From an optimization exercise on the open Yosys and OpenROAD flow, aimed at small area, a short achievable clock period and few clock cycles; shortcuts taken in it are not production practice. At most, simulation tests tie the RTL to the original design; equivalence was not proved. Only the layout flow was run in runs 2 to 4; the RTL was not checked for function there. Power is estimated from default activity; no workload was simulated.

==> design.v <==
module ng_core (
    input  wire        clk,
    input  wire        rst,
    input  wire        cmd_valid,
    output wire        cmd_ready,
    input  wire [31:0] cmd_word,
    input  wire [63:0] cmd_operand,
    output wire [63:0] state_q,
    output wire [63:0] result,
    output wire [31:0] status,
    output wire        sample_valid,
    input  wire        sample_ready,
    output wire [7:0]  sample_data
);
  localparam integer BUF_DEPTH = 16;
  localparam [3:0] OP_NOP = 4'h0, OP_SEED = 4'h1, OP_STEP = 4'h2, OP_FILL = 4'h3,
                   OP_LUTRD = 4'h4, OP_ACC = 4'h5, OP_FILT1 = 4'h6, OP_FILTER = 4'h7,
                   OP_ITER = 4'h8, OP_SBWR = 4'h9, OP_SBRD = 4'hA, OP_OBRD = 4'hB;
  localparam [3:0] E_OK = 4'd0, E_ILLEGAL_OP = 4'd1, E_RESERVED_FIELD = 4'd2,
                   E_BAD_OPERAND = 4'd3, E_RANGE = 4'd4;
  localparam [1:0] M_CALC = 2'd0, M_FILL = 2'd1, M_FILTER = 2'd2, M_EMIT = 2'd3;
  reg [63:0] s_reg;
  reg [63:0] result_reg;
  reg [3:0]  err_reg;
  reg        busy;
  reg [1:0]  mode;
  reg [1:0]  calc;         
  reg [3:0]  idx;          
  reg [3:0]  lst;          
  reg [7:0]  smp;          
  reg [63:0] sb [0:BUF_DEPTH-1];
  reg [7:0]  ob [0:BUF_DEPTH-1];
  wire [3:0]  op   = cmd_word[3:0];
  wire [7:0]  rsv  = cmd_word[11:4];
  wire [19:0] addr = cmd_word[31:12];
  wire fmt_z  = (op == OP_NOP) || (op == OP_STEP);
  wire fmt_c  = (op == OP_FILL);
  wire fmt_cp = (op == OP_FILTER) || (op == OP_ITER);
  wire fmt_t  = (op == OP_LUTRD);
  wire fmt_a  = (op == OP_SBRD) || (op == OP_OBRD);
  wire fmt_av = (op == OP_SBWR);
  wire [31:0] opd_n = cmd_operand[31:0];
  wire [31:0] opd_p = cmd_operand[63:32];
  reg [3:0] dec_err;
  always @(*) begin
    dec_err = E_OK;
    if (op >= 4'hC)
      dec_err = E_ILLEGAL_OP;
    else if (rsv != 8'd0 || (!(fmt_a || fmt_av) && addr != 20'd0))
      dec_err = E_RESERVED_FIELD;
    else if ((fmt_z && cmd_operand != 64'd0) ||
             (fmt_c && cmd_operand[63:32] != 32'd0) ||
             (fmt_t && cmd_operand[63:11] != 53'd0) ||
             (fmt_a && cmd_operand != 64'd0) ||
             (fmt_cp && opd_p == 32'd0))
      dec_err = E_BAD_OPERAND;
    else if (((fmt_c || fmt_cp) && opd_n > 32'd16) ||
             ((fmt_a || fmt_av) && addr >= 20'd16))
      dec_err = E_RANGE;
  end
  wire accept = cmd_valid && !busy;
  wire go     = accept && (dec_err == E_OK);
  wire n_nz   = (opd_n[4:0] != 5'd0);    
  wire [63:0] s_next = {s_reg[62:0], s_reg[63] ^ s_reg[62] ^ s_reg[60] ^ s_reg[59]};
  wire [3:0]  sb_ra = busy ? idx : addr[3:0];
  wire [63:0] sb_rd = sb[sb_ra];
  wire [7:0]  ob_rd = ob[addr[3:0]];
  wire in_filter = busy && (mode == M_FILTER);
  wire in_calc   = busy && (mode == M_CALC);
  wire lut_mode  = in_calc && calc[1];
  wire [2:0] lut_i = result_reg[10:8];
  reg [63:0] x;
  integer b;
  always @(*) begin
    if (in_filter)
      x = sb_rd;
    else if (in_calc) begin
      if (lut_mode) begin
        for (b = 0; b < 64; b = b + 1)
          x[b] = (lut_i == b / 8) && result_reg[b % 8];
      end else
        x = result_reg;
    end else
      x = s_next;
  end
  wire        tv_lut = lut_mode;
  wire [2:0]  tv_i   = lut_i;
  reg  [10:0] tv;
  always @(*) begin
    if (!tv_lut) tv = 11'd742;
    else case (tv_i)
      3'd0: tv = 11'd760;
      3'd1: tv = 11'd710;
      3'd2: tv = 11'd660;
      3'd3: tv = 11'd671;
      3'd4: tv = 11'd743;
      3'd5: tv = 11'd693;
      3'd6: tv = 11'd704;
      3'd7: tv = 11'd715;
      default: tv = 11'd0;
    endcase
  end
  wire [10:0] acc_t;
  wire t1, t2, t3, t4, t5, t6, t7, t8, t9, t10, t11, t12, t13, t14, t15, t16;
  wire t17, t18, t19, t20, t21, t22, t23, t24, t25, t26, t27, t28, t29, t30, t31, t32;
  wire t33, t34, t35, t36, t37, t38, t39, t40, t41, t42, t43, t44, t45, t46, t47, t48;
  wire t49, t50, t51, t52, t53, t54, t55, t56, t57, t58, t59, t60, t61, t62, t63, t64;
  wire t65, t66, t67, t68, t69, t70, t71, t72, t73, t74, t75, t76, t77, t78, t79, t80;
  wire t81, t82, t83, t84, t85, t86, t87, t88, t89, t90, t91, t92, t93, t94, t95, t96;
  wire t97, t98, t99, t100, t101, t102, t103, t104, t105, t106, t107, t108, t109, t110, t111, t112;
  wire t113, t114, t115, t116, t117, t118, t119, t120, t121, t122, t123, t124, t125, t126, t127, t128;
  wire t129, t130, t131, t132, t133, t134, t135, t136, t137, t138, t139, t140, t141, t142, t143, t144;
  wire t145, t146, t147, t148, t149, t150, t151, t152, t153, t154, t155, t156, t157, t158, t159, t160;
  wire t161, t162, t163, t164, t165, t166, t167, t168, t169, t170, t171, t172, t173, t174, t175, t176;
  wire t177, t178, t179, t180, t181, t182, t183, t184, t185, t186, t187, t188, t189, t190, t191, t192;
  wire t193, t194, t195, t196, t197, t198, t199, t200, t201, t202, t203, t204, t205, t206, t207, t208;
  wire t209, t210, t211, t212, t213, t214, t215, t216, t217, t218, t219, t220, t221, t222, t223, t224;
  wire t225, t226, t227, t228, t229, t230, t231, t232, t233, t234, t235, t236, t237, t238, t239, t240;
  wire t241, t242, t243, t244, t245, t246, t247, t248, t249, t250, t251, t252, t253, t254, t255, t256;
  wire t257, t258, t259, t260, t261, t262, t263, t264, t265, t266, t267, t268, t269, t270, t271, t272;
  wire t273, t274, t275, t276, t277, t278, t279, t280;
  assign t1 = ~x[1] ^ ~x[2] ^ x[6];
  assign t2 = (~x[1] & ~x[2]) | (~x[1] & x[6]) | (~x[2] & x[6]);
  assign t3 = x[7] ^ ~x[11] ^ ~x[12];
  assign t4 = (x[7] & ~x[11]) | (x[7] & ~x[12]) | (~x[11] & ~x[12]);
  assign t5 = x[16] ^ x[17];
  assign t6 = x[16] & x[17];
  assign t7 = ~x[21] ^ ~x[22] ^ x[26];
  assign t8 = (~x[21] & ~x[22]) | (~x[21] & x[26]) | (~x[22] & x[26]);
  assign t9 = x[27] ^ ~x[31] ^ ~x[32];
  assign t10 = (x[27] & ~x[31]) | (x[27] & ~x[32]) | (~x[31] & ~x[32]);
  assign t11 = ~x[33] ^ x[36] ^ x[37];
  assign t12 = (~x[33] & x[36]) | (~x[33] & x[37]) | (x[36] & x[37]);
  assign t13 = x[38] ^ ~x[41] ^ ~x[42];
  assign t14 = (x[38] & ~x[41]) | (x[38] & ~x[42]) | (~x[41] & ~x[42]);
  assign t15 = ~x[43] ^ x[46];
  assign t16 = ~x[43] & x[46];
  assign t17 = x[0] ^ ~x[8] ^ ~x[9];
  assign t18 = (x[0] & ~x[8]) | (x[0] & ~x[9]) | (~x[8] & ~x[9]);
  assign t19 = ~x[10] ^ x[18] ^ x[19];
  assign t20 = (~x[10] & x[18]) | (~x[10] & x[19]) | (x[18] & x[19]);
  assign t21 = x[20] ^ ~x[28] ^ ~x[29];
  assign t22 = (x[20] & ~x[28]) | (x[20] & ~x[29]) | (~x[28] & ~x[29]);
  assign t23 = ~x[30] ^ x[39];
  assign t24 = ~x[30] & x[39];
  assign t25 = x[3] ^ ~x[4] ^ x[5];
  assign t26 = (x[3] & ~x[4]) | (x[3] & x[5]) | (~x[4] & x[5]);
  assign t27 = ~x[11] ^ x[12] ^ ~x[16];
  assign t28 = (~x[11] & x[12]) | (~x[11] & ~x[16]) | (x[12] & ~x[16]);
  assign t29 = x[17] ^ ~x[23] ^ x[24];
  assign t30 = (x[17] & ~x[23]) | (x[17] & x[24]) | (~x[23] & x[24]);
  assign t31 = ~x[25] ^ x[31] ^ ~x[32];
  assign t32 = (~x[25] & x[31]) | (~x[25] & ~x[32]) | (x[31] & ~x[32]);
  assign t33 = x[33] ^ x[36] ^ ~x[37];
  assign t34 = (x[33] & x[36]) | (x[33] & ~x[37]) | (x[36] & ~x[37]);
  assign t35 = x[1] ^ x[6] ^ ~x[8];
  assign t36 = (x[1] & x[6]) | (x[1] & ~x[8]) | (x[6] & ~x[8]);
  assign t37 = x[10] ^ ~x[13] ^ x[15];
  assign t38 = (x[10] & ~x[13]) | (x[10] & x[15]) | (~x[13] & x[15]);
  assign t39 = ~x[18] ^ x[20] ^ ~x[22];
  assign t40 = (~x[18] & x[20]) | (~x[18] & ~x[22]) | (x[20] & ~x[22]);
  assign t41 = ~x[27] ^ x[29] ^ x[34];
  assign t42 = (~x[27] & x[29]) | (~x[27] & x[34]) | (x[29] & x[34]);
  assign t43 = ~x[2] ^ x[3] ^ ~x[7];
  assign t44 = (~x[2] & x[3]) | (~x[2] & ~x[7]) | (x[3] & ~x[7]);
  assign t45 = x[11] ^ ~x[12] ^ x[16];
  assign t46 = (x[11] & ~x[12]) | (x[11] & x[16]) | (~x[12] & x[16]);
  assign t47 = ~x[17] ^ x[21] ^ ~x[25];
  assign t48 = (~x[17] & x[21]) | (~x[17] & ~x[25]) | (x[21] & ~x[25]);
  assign t49 = x[26] ^ ~x[30] ^ x[31];
  assign t50 = (x[26] & ~x[30]) | (x[26] & x[31]) | (~x[30] & x[31]);
  assign t51 = ~x[35] ^ x[36];
  assign t52 = ~x[35] & x[36];
  assign t53 = ~x[0] ^ ~x[5] ^ x[8];
  assign t54 = (~x[0] & ~x[5]) | (~x[0] & x[8]) | (~x[5] & x[8]);
  assign t55 = ~x[10] ^ x[13] ^ ~x[15];
  assign t56 = (~x[10] & x[13]) | (~x[10] & ~x[15]) | (x[13] & ~x[15]);
  assign t57 = x[18] ^ ~x[20] ^ x[23];
  assign t58 = (x[18] & ~x[20]) | (x[18] & x[23]) | (~x[20] & x[23]);
  assign t59 = x[47] ^ x[48] ^ ~x[51];
  assign t60 = (x[47] & x[48]) | (x[47] & ~x[51]) | (x[48] & ~x[51]);
  assign t61 = ~x[52] ^ ~x[53] ^ x[56];
  assign t62 = (~x[52] & ~x[53]) | (~x[52] & x[56]) | (~x[53] & x[56]);
  assign t63 = x[57] ^ x[58] ^ ~x[62];
  assign t64 = (x[57] & x[58]) | (x[57] & ~x[62]) | (x[58] & ~x[62]);
  assign t65 = x[40] ^ ~x[49] ^ ~x[50];
  assign t66 = (x[40] & ~x[49]) | (x[40] & ~x[50]) | (~x[49] & ~x[50]);
  assign t67 = x[59] ^ x[60] ^ x[61];
  assign t68 = (x[59] & x[60]) | (x[59] & x[61]) | (x[60] & x[61]);
  assign t69 = tv[2] ^ t2 ^ t4;
  assign t70 = (tv[2] & t2) | (tv[2] & t4) | (t2 & t4);
  assign t71 = t6 ^ t8 ^ t10;
  assign t72 = (t6 & t8) | (t6 & t10) | (t8 & t10);
  assign t73 = t12 ^ t14;
  assign t74 = t12 & t14;
  assign t75 = x[38] ^ ~x[44] ^ x[45];
  assign t76 = (x[38] & ~x[44]) | (x[38] & x[45]) | (~x[44] & x[45]);
  assign t77 = ~x[51] ^ x[52] ^ ~x[53];
  assign t78 = (~x[51] & x[52]) | (~x[51] & ~x[53]) | (x[52] & ~x[53]);
  assign t79 = ~x[56] ^ x[57] ^ ~x[58];
  assign t80 = (~x[56] & x[57]) | (~x[56] & ~x[58]) | (x[57] & ~x[58]);
  assign t81 = tv[3] ^ t18 ^ t20;
  assign t82 = (tv[3] & t18) | (tv[3] & t20) | (t18 & t20);
  assign t83 = t22 ^ t24 ^ t25;
  assign t84 = (t22 & t24) | (t22 & t25) | (t24 & t25);
  assign t85 = t27 ^ t29;
  assign t86 = t27 & t29;
  assign t87 = x[39] ^ ~x[41] ^ x[43];
  assign t88 = (x[39] & ~x[41]) | (x[39] & x[43]) | (~x[41] & x[43]);
  assign t89 = ~x[46] ^ x[48] ^ ~x[50];
  assign t90 = (~x[46] & x[48]) | (~x[46] & ~x[50]) | (x[48] & ~x[50]);
  assign t91 = ~x[55] ^ ~x[60] ^ x[62];
  assign t92 = (~x[55] & ~x[60]) | (~x[55] & x[62]) | (~x[60] & x[62]);
  assign t93 = tv[4] ^ t26 ^ t28;
  assign t94 = (tv[4] & t26) | (tv[4] & t28) | (t26 & t28);
  assign t95 = t30 ^ t32 ^ t34;
  assign t96 = (t30 & t32) | (t30 & t34) | (t32 & t34);
  assign t97 = t35 ^ t37 ^ t39;
  assign t98 = (t35 & t37) | (t35 & t39) | (t37 & t39);
  assign t99 = ~x[40] ^ x[44] ^ ~x[45];
  assign t100 = (~x[40] & x[44]) | (~x[40] & ~x[45]) | (x[44] & ~x[45]);
  assign t101 = x[49] ^ ~x[53] ^ x[54];
  assign t102 = (x[49] & ~x[53]) | (x[49] & x[54]) | (~x[53] & x[54]);
  assign t103 = ~x[58] ^ x[59] ^ ~x[63];
  assign t104 = (~x[58] & x[59]) | (~x[58] & ~x[63]) | (x[59] & ~x[63]);
  assign t105 = tv[5] ^ t36 ^ t38;
  assign t106 = (tv[5] & t36) | (tv[5] & t38) | (t36 & t38);
  assign t107 = t40 ^ t42 ^ t43;
  assign t108 = (t40 & t42) | (t40 & t43) | (t42 & t43);
  assign t109 = t45 ^ t47 ^ t49;
  assign t110 = (t45 & t47) | (t45 & t49) | (t47 & t49);
  assign t111 = x[28] ^ ~x[33] ^ ~x[38];
  assign t112 = (x[28] & ~x[33]) | (x[28] & ~x[38]) | (~x[33] & ~x[38]);
  assign t113 = x[41] ^ ~x[43] ^ x[46];
  assign t114 = (x[41] & ~x[43]) | (x[41] & x[46]) | (~x[43] & x[46]);
  assign t115 = ~x[48] ^ x[51] ^ x[56];
  assign t116 = (~x[48] & x[51]) | (~x[48] & x[56]) | (x[51] & x[56]);
  assign t117 = ~x[61] ^ tv[6] ^ t44;
  assign t118 = (~x[61] & tv[6]) | (~x[61] & t44) | (tv[6] & t44);
  assign t119 = t46 ^ t48 ^ t50;
  assign t120 = (t46 & t48) | (t46 & t50) | (t48 & t50);
  assign t121 = t52 ^ t53 ^ t55;
  assign t122 = (t52 & t53) | (t52 & t55) | (t53 & t55);
  assign t123 = ~x[63] ^ tv[1] ^ t1;
  assign t124 = (~x[63] & tv[1]) | (~x[63] & t1) | (tv[1] & t1);
  assign t125 = t3 ^ t5 ^ t7;
  assign t126 = (t3 & t5) | (t3 & t7) | (t5 & t7);
  assign t127 = t16 ^ t17 ^ t19;
  assign t128 = (t16 & t17) | (t16 & t19) | (t17 & t19);
  assign t129 = t21 ^ t23 ^ t60;
  assign t130 = (t21 & t23) | (t21 & t60) | (t23 & t60);
  assign t131 = t62 ^ t64 ^ t65;
  assign t132 = (t62 & t64) | (t62 & t65) | (t64 & t65);
  assign t133 = t31 ^ t33 ^ t66;
  assign t134 = (t31 & t33) | (t31 & t66) | (t33 & t66);
  assign t135 = t68 ^ t70 ^ t72;
  assign t136 = (t68 & t70) | (t68 & t72) | (t70 & t72);
  assign t137 = t74 ^ t75 ^ t77;
  assign t138 = (t74 & t75) | (t74 & t77) | (t75 & t77);
  assign t139 = t79 ^ t81;
  assign t140 = t79 & t81;
  assign t141 = t41 ^ t76 ^ t78;
  assign t142 = (t41 & t76) | (t41 & t78) | (t76 & t78);
  assign t143 = t80 ^ t82 ^ t84;
  assign t144 = (t80 & t82) | (t80 & t84) | (t82 & t84);
  assign t145 = t86 ^ t87 ^ t89;
  assign t146 = (t86 & t87) | (t86 & t89) | (t87 & t89);
  assign t147 = t91 ^ t93 ^ t95;
  assign t148 = (t91 & t93) | (t91 & t95) | (t93 & t95);
  assign t149 = t51 ^ t88 ^ t90;
  assign t150 = (t51 & t88) | (t51 & t90) | (t88 & t90);
  assign t151 = t92 ^ t94 ^ t96;
  assign t152 = (t92 & t94) | (t92 & t96) | (t94 & t96);
  assign t153 = t98 ^ t99 ^ t101;
  assign t154 = (t98 & t99) | (t98 & t101) | (t99 & t101);
  assign t155 = t103 ^ t105 ^ t107;
  assign t156 = (t103 & t105) | (t103 & t107) | (t105 & t107);
  assign t157 = t57 ^ t100 ^ t102;
  assign t158 = (t57 & t100) | (t57 & t102) | (t100 & t102);
  assign t159 = t104 ^ t106 ^ t108;
  assign t160 = (t104 & t106) | (t104 & t108) | (t106 & t108);
  assign t161 = t110 ^ t111 ^ t113;
  assign t162 = (t110 & t111) | (t110 & t113) | (t111 & t113);
  assign t163 = t115 ^ t117 ^ t119;
  assign t164 = (t115 & t117) | (t115 & t119) | (t117 & t119);
  assign t165 = tv[7] ^ t54 ^ t56;
  assign t166 = (tv[7] & t54) | (tv[7] & t56) | (t54 & t56);
  assign t167 = t58 ^ t112 ^ t114;
  assign t168 = (t58 & t112) | (t58 & t114) | (t112 & t114);
  assign t169 = t116 ^ t118;
  assign t170 = t116 & t118;
  assign t171 = t9 ^ t11 ^ t13;
  assign t172 = (t9 & t11) | (t9 & t13) | (t11 & t13);
  assign t173 = t15 ^ t59;
  assign t174 = t15 & t59;
  assign t175 = t67 ^ t69 ^ t71;
  assign t176 = (t67 & t69) | (t67 & t71) | (t69 & t71);
  assign t177 = t73 ^ t124 ^ t126;
  assign t178 = (t73 & t124) | (t73 & t126) | (t124 & t126);
  assign t179 = t127 ^ t129;
  assign t180 = t127 & t129;
  assign t181 = t83 ^ t85 ^ t128;
  assign t182 = (t83 & t85) | (t83 & t128) | (t85 & t128);
  assign t183 = t130 ^ t132 ^ t133;
  assign t184 = (t130 & t132) | (t130 & t133) | (t132 & t133);
  assign t185 = t135 ^ t137 ^ t139;
  assign t186 = (t135 & t137) | (t135 & t139) | (t137 & t139);
  assign t187 = t97 ^ t134 ^ t136;
  assign t188 = (t97 & t134) | (t97 & t136) | (t134 & t136);
  assign t189 = t138 ^ t140 ^ t141;
  assign t190 = (t138 & t140) | (t138 & t141) | (t140 & t141);
  assign t191 = t143 ^ t145 ^ t147;
  assign t192 = (t143 & t145) | (t143 & t147) | (t145 & t147);
  assign t193 = t109 ^ t142 ^ t144;
  assign t194 = (t109 & t142) | (t109 & t144) | (t142 & t144);
  assign t195 = t146 ^ t148 ^ t149;
  assign t196 = (t146 & t148) | (t146 & t149) | (t148 & t149);
  assign t197 = t151 ^ t153 ^ t155;
  assign t198 = (t151 & t153) | (t151 & t155) | (t153 & t155);
  assign t199 = t121 ^ t150 ^ t152;
  assign t200 = (t121 & t150) | (t121 & t152) | (t150 & t152);
  assign t201 = t154 ^ t156 ^ t157;
  assign t202 = (t154 & t156) | (t154 & t157) | (t156 & t157);
  assign t203 = t159 ^ t161 ^ t163;
  assign t204 = (t159 & t161) | (t159 & t163) | (t161 & t163);
  assign t205 = t120 ^ t122 ^ t158;
  assign t206 = (t120 & t122) | (t120 & t158) | (t122 & t158);
  assign t207 = t160 ^ t162 ^ t164;
  assign t208 = (t160 & t162) | (t160 & t164) | (t162 & t164);
  assign t209 = t165 ^ t167 ^ t169;
  assign t210 = (t165 & t167) | (t165 & t169) | (t167 & t169);
  assign t211 = tv[8] ^ t166;
  assign t212 = tv[8] & t166;
  assign t213 = t61 ^ t63 ^ t123;
  assign t214 = (t61 & t63) | (t61 & t123) | (t63 & t123);
  assign t215 = t131 ^ t172 ^ t174;
  assign t216 = (t131 & t172) | (t131 & t174) | (t172 & t174);
  assign t217 = t175 ^ t177;
  assign t218 = t175 & t177;
  assign t219 = t176 ^ t178 ^ t180;
  assign t220 = (t176 & t178) | (t176 & t180) | (t178 & t180);
  assign t221 = t181 ^ t183 ^ t185;
  assign t222 = (t181 & t183) | (t181 & t185) | (t183 & t185);
  assign t223 = t182 ^ t184 ^ t186;
  assign t224 = (t182 & t184) | (t182 & t186) | (t184 & t186);
  assign t225 = t187 ^ t189 ^ t191;
  assign t226 = (t187 & t189) | (t187 & t191) | (t189 & t191);
  assign t227 = t188 ^ t190 ^ t192;
  assign t228 = (t188 & t190) | (t188 & t192) | (t190 & t192);
  assign t229 = t193 ^ t195 ^ t197;
  assign t230 = (t193 & t195) | (t193 & t197) | (t195 & t197);
  assign t231 = t194 ^ t196 ^ t198;
  assign t232 = (t194 & t196) | (t194 & t198) | (t196 & t198);
  assign t233 = t199 ^ t201 ^ t203;
  assign t234 = (t199 & t201) | (t199 & t203) | (t201 & t203);
  assign t235 = t200 ^ t202 ^ t204;
  assign t236 = (t200 & t202) | (t200 & t204) | (t202 & t204);
  assign t237 = t205 ^ t207 ^ t209;
  assign t238 = (t205 & t207) | (t205 & t209) | (t207 & t209);
  assign t239 = t168 ^ t170 ^ t206;
  assign t240 = (t168 & t170) | (t168 & t206) | (t170 & t206);
  assign t241 = t208 ^ t210 ^ t211;
  assign t242 = (t208 & t210) | (t208 & t211) | (t210 & t211);
  assign t243 = t125 ^ t171;
  assign t244 = t125 & t171;
  assign t245 = t179 ^ t214 ^ t215;
  assign t246 = (t179 & t214) | (t179 & t215) | (t214 & t215);
  assign t247 = t216 ^ t218 ^ t219;
  assign t248 = (t216 & t218) | (t216 & t219) | (t218 & t219);
  assign t249 = t220 ^ t222 ^ t223;
  assign t250 = (t220 & t222) | (t220 & t223) | (t222 & t223);
  assign t251 = t224 ^ t226 ^ t227;
  assign t252 = (t224 & t226) | (t224 & t227) | (t226 & t227);
  assign t253 = t228 ^ t230 ^ t231;
  assign t254 = (t228 & t230) | (t228 & t231) | (t230 & t231);
  assign t255 = t232 ^ t234 ^ t235;
  assign t256 = (t232 & t234) | (t232 & t235) | (t234 & t235);
  assign t257 = t236 ^ t238 ^ t239;
  assign t258 = (t236 & t238) | (t236 & t239) | (t238 & t239);
  assign t259 = tv[9] ^ t212 ^ t240;
  assign t260 = (tv[9] & t212) | (tv[9] & t240) | (t212 & t240);
  assign t261 = t173 ^ t213;
  assign t262 = t173 & t213;
  assign t263 = t217 ^ t244 ^ t245;
  assign t264 = (t217 & t244) | (t217 & t245) | (t244 & t245);
  assign t265 = t221 ^ t246 ^ t247;
  assign t266 = (t221 & t246) | (t221 & t247) | (t246 & t247);
  assign t267 = t225 ^ t248 ^ t249;
  assign t268 = (t225 & t248) | (t225 & t249) | (t248 & t249);
  assign t269 = t229 ^ t250 ^ t251;
  assign t270 = (t229 & t250) | (t229 & t251) | (t250 & t251);
  assign t271 = t233 ^ t252 ^ t253;
  assign t272 = (t233 & t252) | (t233 & t253) | (t252 & t253);
  assign t273 = t237 ^ t254 ^ t255;
  assign t274 = (t237 & t254) | (t237 & t255) | (t254 & t255);
  assign t275 = t241 ^ t256 ^ t257;
  assign t276 = (t241 & t256) | (t241 & t257) | (t256 & t257);
  assign t277 = t242 ^ t258 ^ t259;
  assign t278 = (t242 & t258) | (t242 & t259) | (t258 & t259);
  assign t279 = tv[10] ^ t260;
  assign t280 = tv[10] & t260;
  wire [10:0] tra = {t278, t276, t274, t272, t270, t268, t266, t264, t262, t243, tv[0]};
  wire [10:0] trb = {t279, t277, t275, t273, t271, t269, t267, t265, t263, t261, 1'b0};
  assign acc_t = tra + trb;
  wire [7:0] acc_smp = acc_t[9:2];
  wire last = (idx == lst);
  wire take = sample_ready;      
  assign cmd_ready    = !busy && !rst;
  assign state_q      = s_reg;
  assign result       = result_reg;
  assign status       = {24'd0, err_reg, busy ? mode : 2'b00, (s_reg == 64'd0), busy};
  assign sample_valid = busy && (mode == M_EMIT);
  assign sample_data  = smp;
  wire        sb_wr_busy = busy && (mode == M_FILL || (mode == M_EMIT && take));
  wire        ob_wr_busy = busy && (mode == M_FILTER || (mode == M_EMIT && take));
  wire [63:0] sb_wd = busy ? s_reg : cmd_operand;
  wire [7:0]  ob_wd = (mode == M_EMIT) ? smp : acc_smp;
  wire        sbwr  = go && (op == OP_SBWR);
  integer e;
  always @(posedge clk) begin
    for (e = 0; e < BUF_DEPTH; e = e + 1) begin
      if ((sb_wr_busy && idx == e) || (sbwr && addr[3:0] == e))
        sb[e] <= sb_wd;
      if (ob_wr_busy && idx == e)
        ob[e] <= ob_wd;
    end
  end
  always @(posedge clk) begin
    if (!busy || (mode == M_EMIT && take && !last))
      smp <= acc_smp;
    if (rst) begin
      s_reg      <= 64'd1;
      result_reg <= 64'd0;
      err_reg    <= E_OK;
      busy       <= 1'b0;
      mode       <= M_CALC;
      calc       <= 2'd0;
      idx        <= 4'd0;
      lst        <= 4'd0;
    end else if (!busy) begin
      idx <= 4'd0;
      lst <= opd_n[3:0] - 4'd1;
      if (accept) begin
        err_reg <= dec_err;
        if (dec_err == E_OK) begin
          case (op)
            OP_SEED:  s_reg <= cmd_operand;
            OP_STEP: begin
              s_reg      <= s_next;
              result_reg <= s_next;
            end
            OP_LUTRD, OP_ACC, OP_FILT1: begin
              result_reg <= cmd_operand;
              busy       <= 1'b1;
              mode       <= M_CALC;
              calc       <= (op == OP_LUTRD) ? 2'd2 : (op == OP_FILT1) ? 2'd1 : 2'd0;
            end
            OP_SBRD:  result_reg <= sb_rd;
            OP_OBRD:  result_reg <= {{56{ob_rd[7]}}, ob_rd};
            OP_FILL, OP_ITER: begin
              if (n_nz) begin
                s_reg <= s_next;
                busy  <= 1'b1;
                mode  <= (op == OP_ITER) ? M_EMIT : M_FILL;
              end
            end
            OP_FILTER: begin
              if (n_nz) begin
                busy <= 1'b1;
                mode <= M_FILTER;
              end
            end
            default: ;
          endcase
        end
      end
    end else begin
      case (mode)
        M_CALC: begin
          busy <= 1'b0;
          case (calc)
            2'd1:    result_reg <= {{56{acc_smp[7]}}, acc_smp};
            default: result_reg <= {{53{acc_t[10]}}, acc_t};
          endcase
        end
        M_FILL, M_FILTER: begin
          idx <= idx + 4'd1;
          if (mode == M_FILL && !last)
            s_reg <= s_next;
          if (last)
            busy <= 1'b0;
        end
        default: begin  
          if (take) begin
            idx <= idx + 4'd1;
            if (last)
              busy <= 1'b0;
            else
              s_reg <= s_next;
          end
        end
      endcase
    end
  end
endmodule
==> run.sh <==
#!/bin/bash
# synth_recipe.tcl (not shown) runs the flow's synth.tcl, then flattens the netlist and writes it again
# the make line also repeats each setting of config.mk as NAME=value (left out here)
make -C /OpenROAD-flow-scripts/flow DESIGN_CONFIG=/design/flow/config.mk WORK_HOME=/design/flow/orfs CLKGATE_MAP_FILE= SYNTH_SCRIPT=/design/flow/synth_recipe.tcl finish
==> config.mk <==
export PLATFORM = sky130hd
export DESIGN_NAME = ng_core
export DESIGN_NICKNAME = ng_core
export VERILOG_FILES = /design/flow/design.v
export SDC_FILE = /design/flow/constraint.sdc
export NUM_CORES = 4
export LEC_CHECK = 0
export CAP_MARGIN = 20
export CORE_MARGIN = 2
export CORE_UTILIZATION = 40
export SLEW_MARGIN = 20
==> constraint.sdc <==
create_clock -name core_clock -period 27.0 [get_ports {clk}]
set_input_delay 5.4000 -clock core_clock [delete_from_list [all_inputs] [get_ports {clk}]]
set_output_delay 5.4000 -clock core_clock [all_outputs]
set_load 0.01 [all_outputs]
==> notes.md, run 1 <==
setup TNS 0 ps; final hold violations 0; vias ~42k; Fin Clk Skew roughly 33 ps; post-cts sizing count 0; initial drt markers 6731; Fillers between 10k and 15k; Sw Share 0.233; register area share after synthesis 0.649; Post-synth EDFFs 1160; # IOs 270; worst skew pair latency 780 ps; Synth Flop Type edfxtp_1; CTS Hold Buffers Added 0; final antenna-violating net count 0; Crit Path Category primary input to flip-flop; Largest Register sb; largest area contributor in the netlist edfxtp_1; Largest regs sb (1024), ob (128); CTS tree built; CP arrival 15950 ps; vias in the first global route 39.5k; RSZ-0062 raised after global routing false; Peak Freq 65.4 MHz; DR WL/cell 35.1 µm; first-pass GRT wire length 311000 µm; Non-Filler Instances between 6k and 7k; Worst path depth 34; final worst path period share 0.567; Psw 0.999 mW; CTS Buffer Depth 3; Synth area leaders edfxtp_1, dfxtp_1, fa_1; setup violators final 0; metal2 WL around 100000 µm; die span in y a little under 400 µm; Die X 386 µm; Slew @ Worst Pin roughly 1100 ps; Mapped Area approximately 58000 µm²; grt total ovfl 0; synth unique cells 96; Post-CTS Setup Bufs 0; Crit. End Element flip-flop; maximum VDD drop 0.0636 mV; Sequential Power Share 0.513; Critical Path Slowest Stage Cell a211oi_4; Comb power frac 0.063; Internal 3.30 mW; Startpoint Class primary input; MaxCap Viol Count 0; share of the synthesized area in the top cell type 0.597; area of the core 145000 µm²; Power Density 63.7 nW/µm²; total CTS buffers 132; final-stage net count 4668; Metal-1 WL 85400 µm; initial core utilization 0.402; vias per inst 6.50; Post-Syn Area per Cell 13.9 µm²; Placed Cells 6191; max reg flops between 1k and 1.5k; worst hold slack 460 ps; Hold Path Class flip-flop to flip-flop; post-layout min period 15300 ps; Final Max Tran Viols 0; synthesized flop and latch total 1311; Area Growth Syn to Fin 15.6%; DR WL met3 28700 µm; RR Startpoint busy$_SDFF_PP0_; Residual DRC 0; flop2flop setup slack 15980 ps; Ys Warns 3; largest net degree at the start of global routing 91; worst r2r path cells 31; htree depth 4; Clk pwr share 0.424; register area 37900 µm²; CP max stage delay around 810 ps; Rel. slew slack 0.238; Buf/Inv on CP 11; routability cong. 0.977; max layer used met5; WP data required 27650 ps; crit path max fanout 40; commonest non-fill, non-tap cell in the layout edfxtp_1; Leak Pwr about 22 nW; Top delay family on crit path compound AO/OA/AOI/OAI gates; input/output buffers 244; dpl hpwl 142000 µm; die footprint 149000 µm²; status complete, no violations; gr usage total 0.297; commonest non-fill, non-tap cells in the layout edfxtp_1, nor2_1, clkdlybuf4s50_1; WL final ~230000 µm; overall power 4.30 mW; crit path from cmd_word[14]; num rows 140; Pre-antenna DRT Iters 8; Cells after Synth 4208; Async SR Flop Fraction 0; Worst-path clk slew 60 ps; layout cells sized above 1 0.121; clk sinks ~1.3k; area of the multi-input gates 18700 µm²; clk root buf clkbuf_16; initial antenna violation count 6
[tightest hold or removal path: cells and delay by family (launching register included)]
| family | cells | cell delay (ps) |
|---|---|---|
| compound gates | 1 | 50 |
| flops | 1 | 310 |
| simple gates | 1 | 50 |
[metrics by stage]
| stage | util | setup WS [ps] | area (µm²) |
|---|---|---|---|
| after CTS | 0.464 | 11990 | 67400 |
| final | 0.464 | 11700 | 67400 |
| after global routing | 0.464 | 11260 | 67400 |
| after floorplan | - | 13950 | 58400 |
| after global placement | 0.435 | 11280 | 63100 |
| after detailed placement | 0.435 | 11160 | 63100 |
[per-layer routing]
layer | GRT usage | vias up
li1 | - | 17000
met4 | 0.131 | 8
met2 | 0.449 | 3033
met1 | 0.398 | 21200
met5 | 0 | -
met3 | 0.0844 | 540
[cell families (layout without fill, tap and decap cells)]
logic type      after synthesis  in the layout  synth area share
flops                      1311           1311             0.649
buf+inv                     534            808            0.0383
compound gates             1158           1158             0.154
other cells                   1             26         0.0000643
mux                         201            201            0.0372
simple gates                816            816            0.0674
fa+ha+maj                   161            161            0.0497
xor+xnor                     26             26           0.00391
[power by group through the flow]
stage	registers, mW	logic (mW)	clock network [mW]
6_report	2.20	0.270	1.82
5_1_grt	2.20	0.278	1.92
4_1_cts	2.20	0.258	1.84
3_5_place_dp	2.25	0.257	0
3_3_place_gp	2.25	0.256	0
2_1_floorplan	2.25	0.130	0
[cell usage after synthesis, drive strengths merged, types with 26 or more instances]
library cell / number
edfxtp: 1160
nor2: 276
a22oi: 240
inv: 202
clkbuf: 191
nand2: 157
dfxtp: 151
buf: 140
fa: 118
o21ai: 117
a21oi: 112
mux2i: 106
a221oi: 104
a211oi: 102
nor3: 101
mux2: 93
nand3: 74
a222oi: 70
o221a: 46
a22o: 42
ha: 42
nor4: 38
nand4: 35
a221o: 32
o211ai: 32
a21o: 31
o22ai: 31
and2: 26
[final cells by class]
| class | instances | share of cell area |
|---|---|---|
| multi-input combinational | 2387 | 0.278 |
| antenna | 1 | 0.0000371 |
| clock buffer | 169 | 0.0528 |
| timing repair buffer | 373 | 0.0507 |
| sequential | 1311 | 0.562 |
| clock inverter | 63 | 0.0102 |
| inverter | 203 | 0.0113 |
| tap | 1917 | 0.0356 |
[how the worst min path moves through the flow]
stage / from / end / slack [ps] / cells after the start
4_1_cts: err_reg[1]$_SDFFE_PP0P_ / err_reg[1]$_SDFFE_PP0P_ / 470 / 2
2_1_floorplan: lst[2]$_SDFFE_PP0N_ / lst[2]$_SDFFE_PP0N_ / 450 / 2
5_1_grt: err_reg[1]$_SDFFE_PP0P_ / err_reg[1]$_SDFFE_PP0P_ / 490 / 2
6_report: err_reg[1]$_SDFFE_PP0P_ / err_reg[1]$_SDFFE_PP0P_ / 460 / 2
3_5_place_dp: err_reg[1]$_SDFFE_PP0P_ / err_reg[1]$_SDFFE_PP0P_ / 450 / 2
3_3_place_gp: err_reg[1]$_SDFFE_PP0P_ / err_reg[1]$_SDFFE_PP0P_ / 440 / 2
Testbench counts, summed over its fixed seeds: cycles 13,308.
==> run 2: changes to the inputs <==
--- a/design.v
+++ b/design.v
@@ -18,18 +18,24 @@
                    OP_ITER = 4'h8, OP_SBWR = 4'h9, OP_SBRD = 4'hA, OP_OBRD = 4'hB;
   localparam [3:0] E_OK = 4'd0, E_ILLEGAL_OP = 4'd1, E_RESERVED_FIELD = 4'd2,
                    E_BAD_OPERAND = 4'd3, E_RANGE = 4'd4;
-  localparam [1:0] M_CALC = 2'd0, M_FILL = 2'd1, M_FILTER = 2'd2, M_EMIT = 2'd3;
+  localparam [2:0] M_CALC = 3'd0, M_FILL = 3'd1, M_FILTER = 3'd2, M_EMIT = 3'd3,
+                   M_READ = 3'd4, M_WRITE = 3'd5;
   reg [63:0] s_reg;
   reg [63:0] result_reg;
   reg [3:0]  err_reg;
   reg        busy;
-  reg [1:0]  mode;
+  reg [2:0]  mode;
   reg [1:0]  calc;         
+  reg        rd_ob;        
+  reg        pend;         
   reg [3:0]  idx;          
   reg [3:0]  lst;          
   reg [7:0]  smp;          
-  reg [63:0] sb [0:BUF_DEPTH-1];
-  reg [7:0]  ob [0:BUF_DEPTH-1];
+  reg [63:0] hreg;         
+  reg [4:0]  sbr;          
+  reg [4:0]  sb_off;       
+  reg [63:0] sbq [0:16];
+  reg [7:0]  obq [0:16];
   wire [3:0]  op   = cmd_word[3:0];
   wire [7:0]  rsv  = cmd_word[11:4];
   wire [19:0] addr = cmd_word[31:12];
@@ -59,16 +65,30 @@
       dec_err = E_RANGE;
   end
   wire accept = cmd_valid && !busy;
-  wire go     = accept && (dec_err == E_OK);
   wire n_nz   = (opd_n[4:0] != 5'd0);    
+  wire n_16   = opd_n[4];
   wire [63:0] s_next = {s_reg[62:0], s_reg[63] ^ s_reg[62] ^ s_reg[60] ^ s_reg[59]};
-  wire [3:0]  sb_ra = busy ? idx : addr[3:0];
-  wire [63:0] sb_rd = sb[sb_ra];
-  wire [7:0]  ob_rd = ob[addr[3:0]];
+  wire        sb_ok  = (sb_off[1:0] == 2'd1) && !sb_off[4];
+  reg  [63:0] sb_rd;
+  reg  [7:0]  ob_rd;
+  always @(*) begin
+    case (sb_off[3:2])
+      2'd0: sb_rd = sbq[1];
+      2'd1: sb_rd = ~sbq[5];
+      2'd2: sb_rd = sbq[9];
+      2'd3: sb_rd = ~sbq[13];
+    endcase
+    case (sb_off[3:2])
+      2'd0: ob_rd = obq[1];
+      2'd1: ob_rd = ~obq[5];
+      2'd2: ob_rd = obq[9];
+      2'd3: ob_rd = ~obq[13];
+    endcase
+  end
   wire in_filter = busy && (mode == M_FILTER);
   wire in_calc   = busy && (mode == M_CALC);
   wire lut_mode  = in_calc && calc[1];
-  wire [2:0] lut_i = result_reg[10:8];
+  wire [2:0] lut_i = hreg[10:8];
   reg [63:0] x;
   integer b;
   always @(*) begin
@@ -77,9 +97,9 @@
     else if (in_calc) begin
       if (lut_mode) begin
         for (b = 0; b < 64; b = b + 1)
-          x[b] = (lut_i == b / 8) && result_reg[b % 8];
+          x[b] = (lut_i == b / 8) && hreg[b % 8];
       end else
-        x = result_reg;
+        x = hreg;
     end else
       x = s_next;
   end
@@ -404,30 +424,82 @@
   assign acc_t = tra + trb;
   wire [7:0] acc_smp = acc_t[9:2];
   wire last = (idx == lst);
-  wire take = sample_ready;      
+  wire emit = busy && (mode == M_EMIT);
+  wire take = emit && !pend && sample_ready;
   assign cmd_ready    = !busy && !rst;
   assign state_q      = s_reg;
   assign result       = result_reg;
-  assign status       = {24'd0, err_reg, busy ? mode : 2'b00, (s_reg == 64'd0), busy};
-  assign sample_valid = busy && (mode == M_EMIT);
+  assign status       = {24'd0, err_reg, busy ? mode[1:0] : 2'b00, (s_reg == 64'd0), busy};
+  assign sample_valid = emit && !pend;
   assign sample_data  = smp;
-  wire        sb_wr_busy = busy && (mode == M_FILL || (mode == M_EMIT && take));
-  wire        ob_wr_busy = busy && (mode == M_FILTER || (mode == M_EMIT && take));
-  wire [63:0] sb_wd = busy ? s_reg : cmd_operand;
+  wire emit_wr = emit && (take || pend) && sb_ok;    
+  wire sb_we   = busy && sb_ok && (mode == M_FILL || mode == M_WRITE) || emit_wr;
+  wire ob_we   = busy && sb_ok && (mode == M_FILTER) || emit_wr;
+  wire [63:0] sb_wd = (mode == M_WRITE) ? hreg : s_reg;
   wire [7:0]  ob_wd = (mode == M_EMIT) ? smp : acc_smp;
-  wire        sbwr  = go && (op == OP_SBWR);
-  integer e;
   always @(posedge clk) begin
-    for (e = 0; e < BUF_DEPTH; e = e + 1) begin
-      if ((sb_wr_busy && idx == e) || (sbwr && addr[3:0] == e))
-        sb[e] <= sb_wd;
-      if (ob_wr_busy && idx == e)
-        ob[e] <= ob_wd;
-    end
+    if (sb_we && sb_off[3:2] == 2'd0) sbq[0] <= ~sb_wd;
+    else sbq[0] <= ~sbq[1];
+    sbq[1] <= sbq[2];
+    sbq[2] <= sbq[3];
+    sbq[3] <= sbq[4];
+    if (sb_we && sb_off[3:2] == 2'd1) sbq[4] <= sb_wd;
+    else sbq[4] <= ~sbq[5];
+    sbq[5] <= sbq[6];
+    sbq[6] <= sbq[7];
+    sbq[7] <= sbq[8];
+    if (sb_we && sb_off[3:2] == 2'd2) sbq[8] <= ~sb_wd;
+    else sbq[8] <= ~sbq[9];
+    sbq[9] <= sbq[10];
+    sbq[10] <= sbq[11];
+    sbq[11] <= sbq[12];
+    if (sb_we && sb_off[3:2] == 2'd3) sbq[12] <= sb_wd;
+    else sbq[12] <= ~sbq[13];
+    sbq[13] <= sbq[14];
+    sbq[14] <= sbq[15];
+    sbq[15] <= sbq[16];
+    sbq[16] <= sbq[0];
+  end
+  always @(posedge clk) begin
+    if (ob_we && sb_off[3:2] == 2'd0) obq[0] <= ~ob_wd;
+    else obq[0] <= ~obq[1];
+    obq[1] <= obq[2];
+    obq[2] <= obq[3];
+    obq[3] <= obq[4];
+    if (ob_we && sb_off[3:2] == 2'd1) obq[4] <= ob_wd;
+    else obq[4] <= ~obq[5];
+    obq[5] <= obq[6];
+    obq[6] <= obq[7];
+    obq[7] <= obq[8];
+    if (ob_we && sb_off[3:2] == 2'd2) obq[8] <= ~ob_wd;
+    else obq[8] <= ~obq[9];
+    obq[9] <= obq[10];
+    obq[10] <= obq[11];
+    obq[11] <= obq[12];
+    if (ob_we && sb_off[3:2] == 2'd3) obq[12] <= ob_wd;
+    else obq[12] <= ~obq[13];
+    obq[13] <= obq[14];
+    obq[14] <= obq[15];
+    obq[15] <= obq[16];
+    obq[16] <= obq[0];
   end
+  wire rebase = accept && (dec_err == E_OK) && (op == OP_ITER) && n_16;
+  wire [4:0] sbr_n = rebase ? 5'd16 : (sbr == 5'd16) ? 5'd0 : sbr + 5'd1;
+  wire [3:0] idx_i = (accept && dec_err == E_OK && (fmt_a || fmt_av)) ? addr[3:0] : 4'd0;
+  wire [4:0] off_d = {1'b0, idx_i} - sbr_n;
+  wire adv = busy && (mode == M_FILL || mode == M_FILTER) && sb_ok || emit_wr;
   always @(posedge clk) begin
-    if (!busy || (mode == M_EMIT && take && !last))
+    if (!busy || (emit_wr && !last))
       smp <= acc_smp;
+    if (!busy)
+      hreg <= cmd_operand;
+    sbr <= rst ? 5'd0 : sbr_n;
+    if (rst)
+      sb_off <= 5'd0;
+    else if (!busy)
+      sb_off <= off_d[4] ? off_d + 5'd17 : off_d;
+    else if (!adv)
+      sb_off <= (sb_off == 5'd0) ? 5'd16 : sb_off - 5'd1;
     if (rst) begin
       s_reg      <= 64'd1;
       result_reg <= 64'd0;
@@ -435,11 +507,14 @@
       busy       <= 1'b0;
       mode       <= M_CALC;
       calc       <= 2'd0;
+      rd_ob      <= 1'b0;
+      pend       <= 1'b0;
       idx        <= 4'd0;
       lst        <= 4'd0;
     end else if (!busy) begin
-      idx <= 4'd0;
-      lst <= opd_n[3:0] - 4'd1;
+      idx  <= 4'd0;
+      lst  <= opd_n[3:0] - 4'd1;
+      pend <= 1'b0;
       if (accept) begin
         err_reg <= dec_err;
         if (dec_err == E_OK) begin
@@ -450,13 +525,21 @@
               result_reg <= s_next;
             end
             OP_LUTRD, OP_ACC, OP_FILT1: begin
-              result_reg <= cmd_operand;
-              busy       <= 1'b1;
-              mode       <= M_CALC;
-              calc       <= (op == OP_LUTRD) ? 2'd2 : (op == OP_FILT1) ? 2'd1 : 2'd0;
+              busy <= 1'b1;
+              mode <= M_CALC;
+              calc <= (op == OP_LUTRD) ? 2'd2 : (op == OP_FILT1) ? 2'd1 : 2'd0;
+            end
+            OP_SBRD, OP_OBRD: begin
+              idx   <= addr[3:0];
+              rd_ob <= (op == OP_OBRD);
+              busy  <= 1'b1;
+              mode  <= M_READ;
+            end
+            OP_SBWR: begin
+              idx  <= addr[3:0];
+              busy <= 1'b1;
+              mode <= M_WRITE;
             end
-            OP_SBRD:  result_reg <= sb_rd;
-            OP_OBRD:  result_reg <= {{56{ob_rd[7]}}, ob_rd};
             OP_FILL, OP_ITER: begin
               if (n_nz) begin
                 s_reg <= s_next;
@@ -483,21 +566,42 @@
             default: result_reg <= {{53{acc_t[10]}}, acc_t};
           endcase
         end
-        M_FILL, M_FILTER: begin
-          idx <= idx + 4'd1;
-          if (mode == M_FILL && !last)
-            s_reg <= s_next;
-          if (last)
+        M_READ: begin
+          if (sb_ok) begin
+            busy       <= 1'b0;
+            result_reg <= rd_ob ? {{56{ob_rd[7]}}, ob_rd} : sb_rd;
+          end
+        end
+        M_WRITE: begin
+          if (sb_ok)
             busy <= 1'b0;
         end
-        default: begin  
-          if (take) begin
+        M_FILL: begin
+          if (sb_ok) begin
+            idx <= idx + 4'd1;
+            if (!last)
+              s_reg <= s_next;
+            else
+              busy <= 1'b0;
+          end
+        end
+        M_FILTER: begin
+          if (sb_ok) begin
             idx <= idx + 4'd1;
             if (last)
               busy <= 1'b0;
+          end
+        end
+        default: begin  
+          if (emit_wr) begin
+            idx  <= idx + 4'd1;
+            pend <= 1'b0;
+            if (last)
+              busy <= 1'b0;
             else
               s_reg <= s_next;
-          end
+          end else if (take)
+            pend <= 1'b1;
         end
       endcase
     end
==> flow/run.sh (new file) <==
#!/bin/bash
# Standard layout, with every port buffered by a buf_2 instead of the resizer's choice.
set -euo pipefail
export BUFFER_PORTS_ARGS="-buffer_cell sky130_fd_sc_hd__buf_2"
bash standard.sh synth > synth.log 2>&1
bash standard.sh > layout.log 2>&1
==> standard.sh (new file) <==
#!/bin/bash
# synth_recipe.tcl (not shown) runs the flow's synth.tcl, then flattens the netlist and writes it again
# the make line also repeats each setting of config.mk as NAME=value (left out here)
make -C /OpenROAD-flow-scripts/flow DESIGN_CONFIG=/design/flow/config.mk WORK_HOME=/design/flow/orfs CLKGATE_MAP_FILE= SYNTH_SCRIPT=/design/flow/synth_recipe.tcl "${@:-finish}"
removed: run.sh
==> notes.md, run 2 <==
status complete, no violations; final worst path period share 0.456; largest net degree at the start of global routing 75; Buf/Inv on CP 5; top-count cell post-synth dfxtp_1; final hold violations 0; synthesized flop and latch total between 1k and 1.5k; share of the synthesized area in the top cell type 0.576; total CTS buffers 146; initial drt markers roughly 2.5k; Leak Pwr 24.8 nW; setup TNS 0 ps; Startpoint Class primary input; Crit. End Element output port; Fillers 10.9k; Synth area leaders dfxtp_1, edfxtp_1, fa_1; initial core utilization 0.403; Placed Cells 5845; Peak Freq 81.2 MHz; CP arrival 6920 ps; Ys Warns 3; Largest regs sbq (1088), obq (136); setup violators final 0; Post-Syn Area per Cell 11.6 µm²; worst skew pair latency 770 ps; MaxCap Viol Count 0; Mapped Area 48300 µm²; Residual DRC 0; commonest non-fill, non-tap cells in the layout dfxtp_1, nor2_1, a21oi_1; Rel. slew slack 0.236; initial antenna violation count 9; final-stage net count 4635; # IOs 270; Post-CTS Setup Bufs 0; vias 31.1k; Critical Path Slowest Stage Cell buf_4; CP max stage delay 690 ps; worst hold slack 302 ps; Top delay family on crit path buffers and inverters; largest area contributor in the netlist dfxtp_1; max reg flops 1088; Pre-antenna DRT Iters 5; Hold Path Class flip-flop to flip-flop; Worst-path clk slew 60 ps; post-layout min period 12320 ps; Final Max Tran Viols 0; register area share after synthesis 0.621; crit-path cells buf_4, inv_2, buf_4, nand2_1, inv_1, buf_2; gr usage total 0.217; most used cell, CP buf_4; RSZ-0062 raised after global routing false; Area Growth Syn to Fin 16.0%; input/output buffers roughly 240; htree depth 4; Crit Path Category primary input to output port; vias per inst 5.08; Async SR Flop Fraction 0; Die X 351 µm; CTS Hold Buffers Added 0; num rows 127; post-placement cell area 50900 µm²; Post-synth EDFFs 72; synth unique cells 81; area of the core ~120000 µm²; CTS tree built; crit path max fanout 63; post-cts sizing count 0; vias in the first global route between 20k and 30k; die footprint 123000 µm²; WL final 135000 µm; clk root buf clkbuf_16; routability cong. 0.924; Cells after Synth 4176; layout cells sized above 1 0.166; commonest non-fill, non-tap cell in the layout dfxtp_1; overall power 4.43 mW; die span in y 351 µm; grt total ovfl 0; WP data required 21600 ps; Power Density 79.1 nW/µm²; clk sinks 1460; Slew @ Worst Pin 1140 ps; Largest Register sbq; design area 56000 µm²; DR WL/cell 22.1 µm; maximum VDD drop 0.0587 mV; first-pass GRT wire length 197000 µm; dpl hpwl roughly 91000 µm; Synth top cells by count dfxtp_1, nor2_1, a21oi_1, inv_1; Synth Flop Type dfxtp_1; Fin Clk Skew 49.0 ps; CTS Buffer Depth 3; final antenna-violating net count 0; Non-Filler Instances 6117
==> run 2: kinds of logic after synthesis <==
kind of cell,count (synthesis),share of synthesized area
buf+inv,571,0.0486
mux,300,0.0824
compound gates,803,0.106
simple gates,825,0.0749
other cells,1,0.0000777
fa+ha+maj,163,0.0577
flops,1460,0.621
xor+xnor,53,0.00962
==> run 2: final timing paths <==
| kind | to | cells after the start | startpoint | slack, ps |
|---|---|---|---|---|
| max | cmd_ready | 6 | rst | 14680 |
| min | obq[3][1]$_DFF_P_ | 0 | obq[4][1]$_DFF_P_ | 300 |
| min reg2reg | obq[3][1]$_DFF_P_ | 0 | obq[4][1]$_DFF_P_ | 300 |
| max reg2reg | result_reg[11]$_SDFFE_PP0P_ | 26 | mode[0]$_SDFFE_PP0P_ | 17190 |
==> run 2: cell type report <==
cell class                 instances  area, µm²  area share
sequential                      1460      30000       0.535
multi-input combinational       2169      16200       0.289
clock buffer                     209       4260      0.0760
tap                             1612       2020      0.0360
timing repair buffer             296       1610      0.0288
inverter                         308       1160      0.0207
clock inverter                    61        797      0.0142
antenna                            2       5.00   0.0000894
==> run 2: layer usage <==
metal / vias to the layer above / track usage / part of all wire
li1: 14600 / - / -
met1: 15200 / 0.288 / 0.44
met2: 1086 / 0.352 / 0.47
met3: 247 / 0.0352 / 0.059
met4: 6 / 0.0876 / 0.034
met5: - / 0 / 0.00030
==> run 2: power by group <==
part / switching (mW) / internal, mW / total, mW
sequential: 0.0172 / 2.18 / 2.20
clock: 0.861 / 1.22 / 2.08
combinational: 0.0904 / 0.0615 / 0.152
==> run 2: through the flow <==
stage | utilization | setup WS [ps]
2_1_floorplan | - | 15720
3_3_place_gp | 0.425 | 14700
3_5_place_dp | 0.425 | 14680
4_1_cts | 0.467 | 14670
5_1_grt | 0.467 | 14580
6_report | 0.467 | 14680
==> run 3: changes to the inputs <==
==> run.sh (new file) <==
#!/bin/bash
# synth_recipe.tcl (not shown) runs the flow's synth.tcl, then flattens the netlist and writes it again
# the make line also repeats each setting of config.mk as NAME=value (left out here)
make -C /OpenROAD-flow-scripts/flow DESIGN_CONFIG=/design/flow/config.mk WORK_HOME=/design/flow/orfs CLKGATE_MAP_FILE= SYNTH_SCRIPT=/design/flow/synth_recipe.tcl finish
--- a/config.mk
+++ b/config.mk
@@ -7,5 +7,6 @@
 export LEC_CHECK = 0
 export CAP_MARGIN = 20
 export CORE_MARGIN = 2
-export CORE_UTILIZATION = 40
+export CORE_UTILIZATION = 60
+export CTS_BUF_LIST = sky130_fd_sc_hd__clkbuf_4 sky130_fd_sc_hd__clkbuf_8
 export SLEW_MARGIN = 20
removed: flow/run.sh
removed: standard.sh
==> notes.md, run 3 <==
total CTS buffers 212; WP data required 21600 ps; Crit Path Category primary input to output port; RSZ-0062 raised after global routing false; MaxCap Viol Count 0; Post-CTS Setup Bufs 0; share of the synthesized area in the top cell type 0.576; Peak Freq 79.0 MHz; clk root buf clkbuf_8; final hold violations 0; CTS Buffer Depth 3; Worst setup endpoint cmd_ready; post-layout min period 12660 ps; first-pass GRT wire length approximately 190000 µm; final worst path period share 0.469; flop2flop setup slack 17520 ps; CP max stage delay 680 ps; Synth top cells by count dfxtp_1, nor2_1, a21oi_1, inv_1; worst r2r dst result_reg[10]$_SDFFE_PP0P_; routability cong. 0.932; CTS tree built; Placement Setup Slack 14370 ps; dpl hpwl 84100 µm; Rel. slew slack 0.175; initial antenna violation count 2; Leak Pwr 24.6 nW; max reg flops 1088; Cells after Synth 4176; initial drt markers between 2k and 2.5k; crit path max fanout between 60 and 70; die footprint 82700 µm²; htree depth 4; largest net degree at the start of global routing 79; gr usage total 0.307; vias in the first global route 30.9k; Area Growth Syn to Fin 16.8%; Largest Register sbq; Power Density 76.5 nW/µm²; Startpoint Class primary input; largest area contributor in the netlist dfxtp_1; Synth Flop Type dfxtp_1; RR Startpoint sb_off[2]$_SDFFE_PP0P_; post-cts sizing count 0; synth unique cells just over 80; setup TNS 0 ps; Post-synth EDFFs 72; DR WL/cell 22.3 µm; Fin Clk Skew 58.6 ps; top-count cell post-synth dfxtp_1; PnR worst setup slack 14340 ps; Mapped Area 48300 µm²; Slew @ Worst Pin 1230 ps; synthesized flop and latch total 1460; clk sinks 1460; most used cell, CP buf_4; num rows 104; worst r2r path cells 24; Ys Warns 3; grt total ovfl 0; Worst-path clk slew 60 ps; Pre-antenna DRT Iters 5; Die X 288 µm; CP arrival 7260 ps; vias per inst 5.54; crit-path cells buf_4, inv_2, buf_4, nand2_1, inv_1, clkdlybuf4s50_1; Residual DRC 0; vias around 31k; Hold Path Class flip-flop to flip-flop; # IOs 270; status complete, no violations; input/output buffers 244; commonest non-fill, non-tap cells in the layout dfxtp_1, nor2_1, a21oi_1; Critical Path Slowest Stage Cell buf_4; final-stage net count 4697; worst skew pair latency 880 ps; Crit. End Element output port; Async SR Flop Fraction 0; hold path depth 0; commonest non-fill, non-tap cell in the layout dfxtp_1; area of the core roughly 80000 µm²; die span in y 288 µm; initial core utilization 0.603; beginning of the worst hold path sbq[15][7]$_DFF_P_; WL final 127000 µm; Post-Syn Area per Cell 11.6 µm²; Synth area leaders dfxtp_1, edfxtp_1, fa_1; maximum VDD drop 0.0633 mV; layout cells sized above 1 0.141; setup violators final 0; final antenna-violating net count 0; register area share after synthesis 0.621; Final Max Tran Viols 0; CTS Hold Buffers Added 0; Largest regs sbq (1088), obq (136); crit path from rst
[run 3: cell count changes in the layout (fill, tap and decap cells not counted), moves of 4 or more]
| cell | previous run | this run |
|---|---|---|
| clkbuf_1 | 31 | 0 |
| clkbuf_16 | 150 | 0 |
| inv_8 | 0 | 4 |
| buf_4 | 53 | 48 |
| clkbuf_4 | 0 | 63 |
| buf_2 | 243 | 0 |
| inv_6 | 9 | 3 |
| clkinv_16 | 4 | 0 |
| clkdlybuf4s50_1 | 0 | 243 |
| clkbuf_8 | 28 | 273 |
[run 3: critical path: cells and delay by family]
kind | cells | cell delay [ps]
buffers and inverters | 5 | 1630
AND/OR/NAND/NOR | 1 | 200
[run 3: how the worst min path moves through the flow]
| stage | endpoint | slack (ps) |
|---|---|---|
| floorplan | obq[10][0]$_DFF_P_ | 310 |
| CTS | sbq[14][7]$_DFF_P_ | 280 |
| finish | sbq[14][7]$_DFF_P_ | 280 |
| detailed placement | sbq[9][4]$_DFF_P_ | 310 |
| global placement | sbq[11][55]$_DFF_P_ | 310 |
| global route | sbq[5][15]$_DFF_P_ | 290 |
[run 3: metal layers]
metal / global-route usage / wire [µm] / part of all wire / vias to the layer above
met4: 0.123 / 4400 / 0.035 / 0
met2: 0.485 / 58200 / 0.46 / 1186
met5: 0 / 0 / 0 / -
met1: 0.420 / 55800 / 0.44 / 15300
met3: 0.0576 / 8400 / 0.066 / 267
li1: - / - / - / 14700
[run 3: area by class of cell]
cell class,count,area [µm²]
Timing Repair Buffer,292,2820
Clock inverter,56,716
Tap cell,1060,1330
Fill cell,6003,23600
Antenna cell,2,5.00
Clock buffer,336,4230
Inverter,308,1160
Sequential cell,1460,30000
Multi-Input combinational cell,2169,16200
[run 3: per-stage QoR]
step	cell area (µm²)	util	total power, mW	hold slack (ps)	std cells
after floorplan	48400	-	2.34	310	4200
after global placement	51400	0.642	2.40	310	5288
after detailed placement	51400	0.642	2.40	312	5288
after CTS	56300	0.704	4.34	281	5680
after global routing	56400	0.704	4.45	290	5682
final	56400	0.704	4.31	282	5683
[run 3: logic make-up after synthesis]
kind of cell	Yosys count	share of synthesized area
xor+xnor	53	0.00962
simple gates	825	0.0749
fa+ha+maj	163	0.0577
buf+inv	571	0.0486
flops	1460	0.621
other cells	1	0.0000777
compound gates	803	0.106
mux	300	0.0824
[run 3: report_power, final]
part	switching (mW)	internal, mW	total (mW)
combinational	0.0860	0.0694	0.155
clock	0.830	1.13	1.96
sequential	0.0210	2.18	2.20
total	0.937	3.38	4.31
==> run 4: changes to the inputs <==
--- a/config.mk
+++ b/config.mk
@@ -7,6 +7,7 @@
 export LEC_CHECK = 0
 export CAP_MARGIN = 20
 export CORE_MARGIN = 2
-export CORE_UTILIZATION = 60
-export CTS_BUF_LIST = sky130_fd_sc_hd__clkbuf_4 sky130_fd_sc_hd__clkbuf_8
+export CORE_UTILIZATION = 65
+export CTS_CLUSTER_DIAMETER = 80
+export CTS_CLUSTER_SIZE = 30
 export SLEW_MARGIN = 20
==> notes.md, run 4 <==
Layout Utilization 0.723; initial antenna violation count 2; Hold Path Class flip-flop to flip-flop; Non-Filler Instances 5274; die footprint 76400 µm²; commonest non-fill, non-tap cell in the layout dfxtp_1; largest net degree at the start of global routing 75; final-stage net count 4538; setup violators final 0; Area Growth Syn to Fin 9.72%; Final Max Tran Viols 0; Crit. End Element output port; worst skew pair latency 680 ps; RSZ-0062 raised after global routing false; Internal 2.67 mW; top-count cell post-synth dfxtp_1; final hold violations 0; Fin Clk Skew 47.4 ps; input/output buffers 244; Crit Path Category primary input to output port; Clk pwr share 0.311; post-layout min period 12760 ps; Power Density 64.5 nW/µm²; num rows 99; hold path depth 0; CTS tree built; final antenna-violating net count 0; vias 30.7k; Top delay family on crit path buffers and inverters; maximum VDD drop 0.0660 mV; CTS Hold Buffers Added 0; crit path max fanout 63; WP data required 21600 ps; Critical Path Slowest Stage Cell buf_4; Post-Syn Area per Cell 11.6 µm²; grt total ovfl 0; final worst path period share 0.473; routability cong. 0.941; Comb power frac 0.046; die span in y 276 µm; gr usage total 0.319; layout cells sized above 1 0.0758; Sw Share 0.218; Ys Warns 3; Post-CTS Setup Bufs 0; vias per inst just under 6; synth unique cells 81; initial drt markers 2688; Mapped Area 48300 µm²; Pre-antenna DRT Iters 6; Largest regs sbq (1088), obq (136); overall power 3.42 mW; commonest non-fill, non-tap cells in the layout dfxtp_1, nor2_1, a21oi_1; synthesized flop and latch total 1460; dpl hpwl ~80000 µm; Synth Flop Type dfxtp_1; # IOs 270; Leak Pwr 22.8 nW; setup TNS 0 ps; Post-synth EDFFs slightly above 70; Peak Freq 78.4 MHz; clk sinks about 1.5k; Die X 276 µm; post-cts sizing count 0; Worst-path clk slew between 100 and 150 ps; Async SR Flop Fraction 0; htree depth 2; share of the synthesized area in the top cell type 0.576; Buf/Inv on CP 5; MaxCap Viol Count 0; register area share after synthesis 0.621; clk root buf clkbuf_16; area of the core between 70000 and 80000 µm²; Placed Cells 5184; Worst path depth 6; worst r2r path cells 23; max reg flops approximately 1.1k; most used cell, CP buf_4; vias in the first global route 29.6k; Residual DRC 0; CTS Buffer Depth 3; Largest Register sbq; Synth area leaders dfxtp_1, edfxtp_1, fa_1; Psw around 0.75 mW; CP max stage delay 690 ps; Startpoint Class primary input; Sequential Power Share 0.643; largest area contributor in the netlist dfxtp_1; DR WL/cell between 20 and 25 µm; Slew @ Worst Pin 1290 ps; status complete, no violations; CP arrival 7360 ps; Synth top cells by count dfxtp_1, nor2_1, a21oi_1, inv_1; Rel. slew slack 0.134; initial core utilization 0.659; crit-path cells buf_4, inv_2, buf_4, nand2_1, inv_1, clkdlybuf4s50_1; total CTS buffers 57; Cells after Synth ~4.2k; WL final 123000 µm; first-pass GRT wire length 186000 µm
[run 4: cell counts after synthesis]
Identical to the previous run, type by type.
[run 4: final timing paths]
check / startpoint / end / slack, ps
max: rst / cmd_ready / 14240
max reg2reg: sb_off[2]$_SDFFE_PP0P_ / result_reg[34]$_SDFFE_PP0P_ / 17610
min reg2reg: sbq[11][34]$_DFF_P_ / sbq[10][34]$_DFF_P_ / 300
min: sbq[11][34]$_DFF_P_ / sbq[10][34]$_DFF_P_ / 300
[run 4: final cells by class]
class	count	area, µm²
clock inverter	12	158
inverter	308	1160
tap	959	1200
multi-input combinational	2169	16200
sequential	1460	30000
clock buffer	77	1540
timing repair buffer	288	2770
fill	5295	20300
antenna	1	2.50
[run 4: metal layers]
| metal | global-route usage | routed length (µm) | up-vias |
|---|---|---|---|
| met5 | 0 | 0 | - |
| met4 | 0.103 | 3900 | 0 |
| met3 | 0.0417 | 7890 | 198 |
| met2 | 0.508 | 56400 | 1133 |
| met1 | 0.456 | 54800 | 15100 |
| li1 | - | - | 14300 |
[run 4: per-stage QoR]
stage / instance area, µm² / hold slack [ps] / worst slack [ps]
finish: 53000 / 299 / 14240
global route: 53000 / 313 / 14200
CTS: 52900 / 316 / 14270
detailed placement: 51200 / 312 / 14280
global placement: 51200 / 309 / 14260
floorplan: 48400 / 310 / 15720
[run 4: kinds of logic (layout without fill, tap and decap cells)]
family / Yosys count / after routing / synth area share
compound gates: 803 / 803 / 0.106
xor+xnor: 53 / 53 / 0.00962
fa+ha+maj: 163 / 163 / 0.0577
buf+inv: 571 / 685 / 0.0486
flops: 1460 / 1460 / 0.621
mux: 300 / 300 / 0.0824
other cells: 1 / 26 / 0.0000777
simple gates: 825 / 825 / 0.0749
[run 4: power by group through the flow]
stage	clock [mW]	sequential (mW)	combinational, mW
2_1_floorplan	0	2.23	0.105
3_3_place_gp	0	2.24	0.155
3_5_place_dp	0	2.25	0.156
4_1_cts	1.07	2.20	0.157
5_1_grt	1.15	2.20	0.167
6_report	1.06	2.20	0.159

-- port drivers added, routing unchanged --
Ports are ideal in the flow. The routed layouts listed here were re-timed in OpenROAD. Step 1 sets driving cells, clkbuf_16 on the clock port and buf_2 on the other inputs (assumed; they add their load-dependent delay and slew). Step 2 moves the port delays by t, midway between the first and last clock arrival at a register: inputs arrive t later, outputs are due t later. That takes back most of the time a late clock gives input paths. Slacks: ideal / step 1 / step 2; pairs: ideal / step 1.
| run | t (ns) | setup WS [ns] | clock arrival spread, ns | slew at the worst register clock pin (ns) | worst slew at a driven data input, ns |
|---|---|---|---|---|---|
| run 1 | 0.843 | 11.704 / 11.760 / 10.916 | 0.033 / 0.033 | 0.07 / 0.07 | 0.12 |
| run 2 | 0.818 | 14.679 / 14.657 / 14.657 | 0.050 / 0.049 | 0.07 / 0.07 | 0.12 |
| run 3 | 0.915 | 14.336 / 14.315 / 14.315 | 0.061 / 0.061 | 0.07 / 0.07 | 0.11 |
| run 4 | 0.730 | 14.240 / 14.212 / 14.212 | 0.047 / 0.047 | 0.12 / 0.12 | 0.05 |
After both steps setup and hold are still met in every run listed. The setup slack of run 1, which loses most, moves by +0.056 ns with the drivers and by -0.788 ns with both steps.
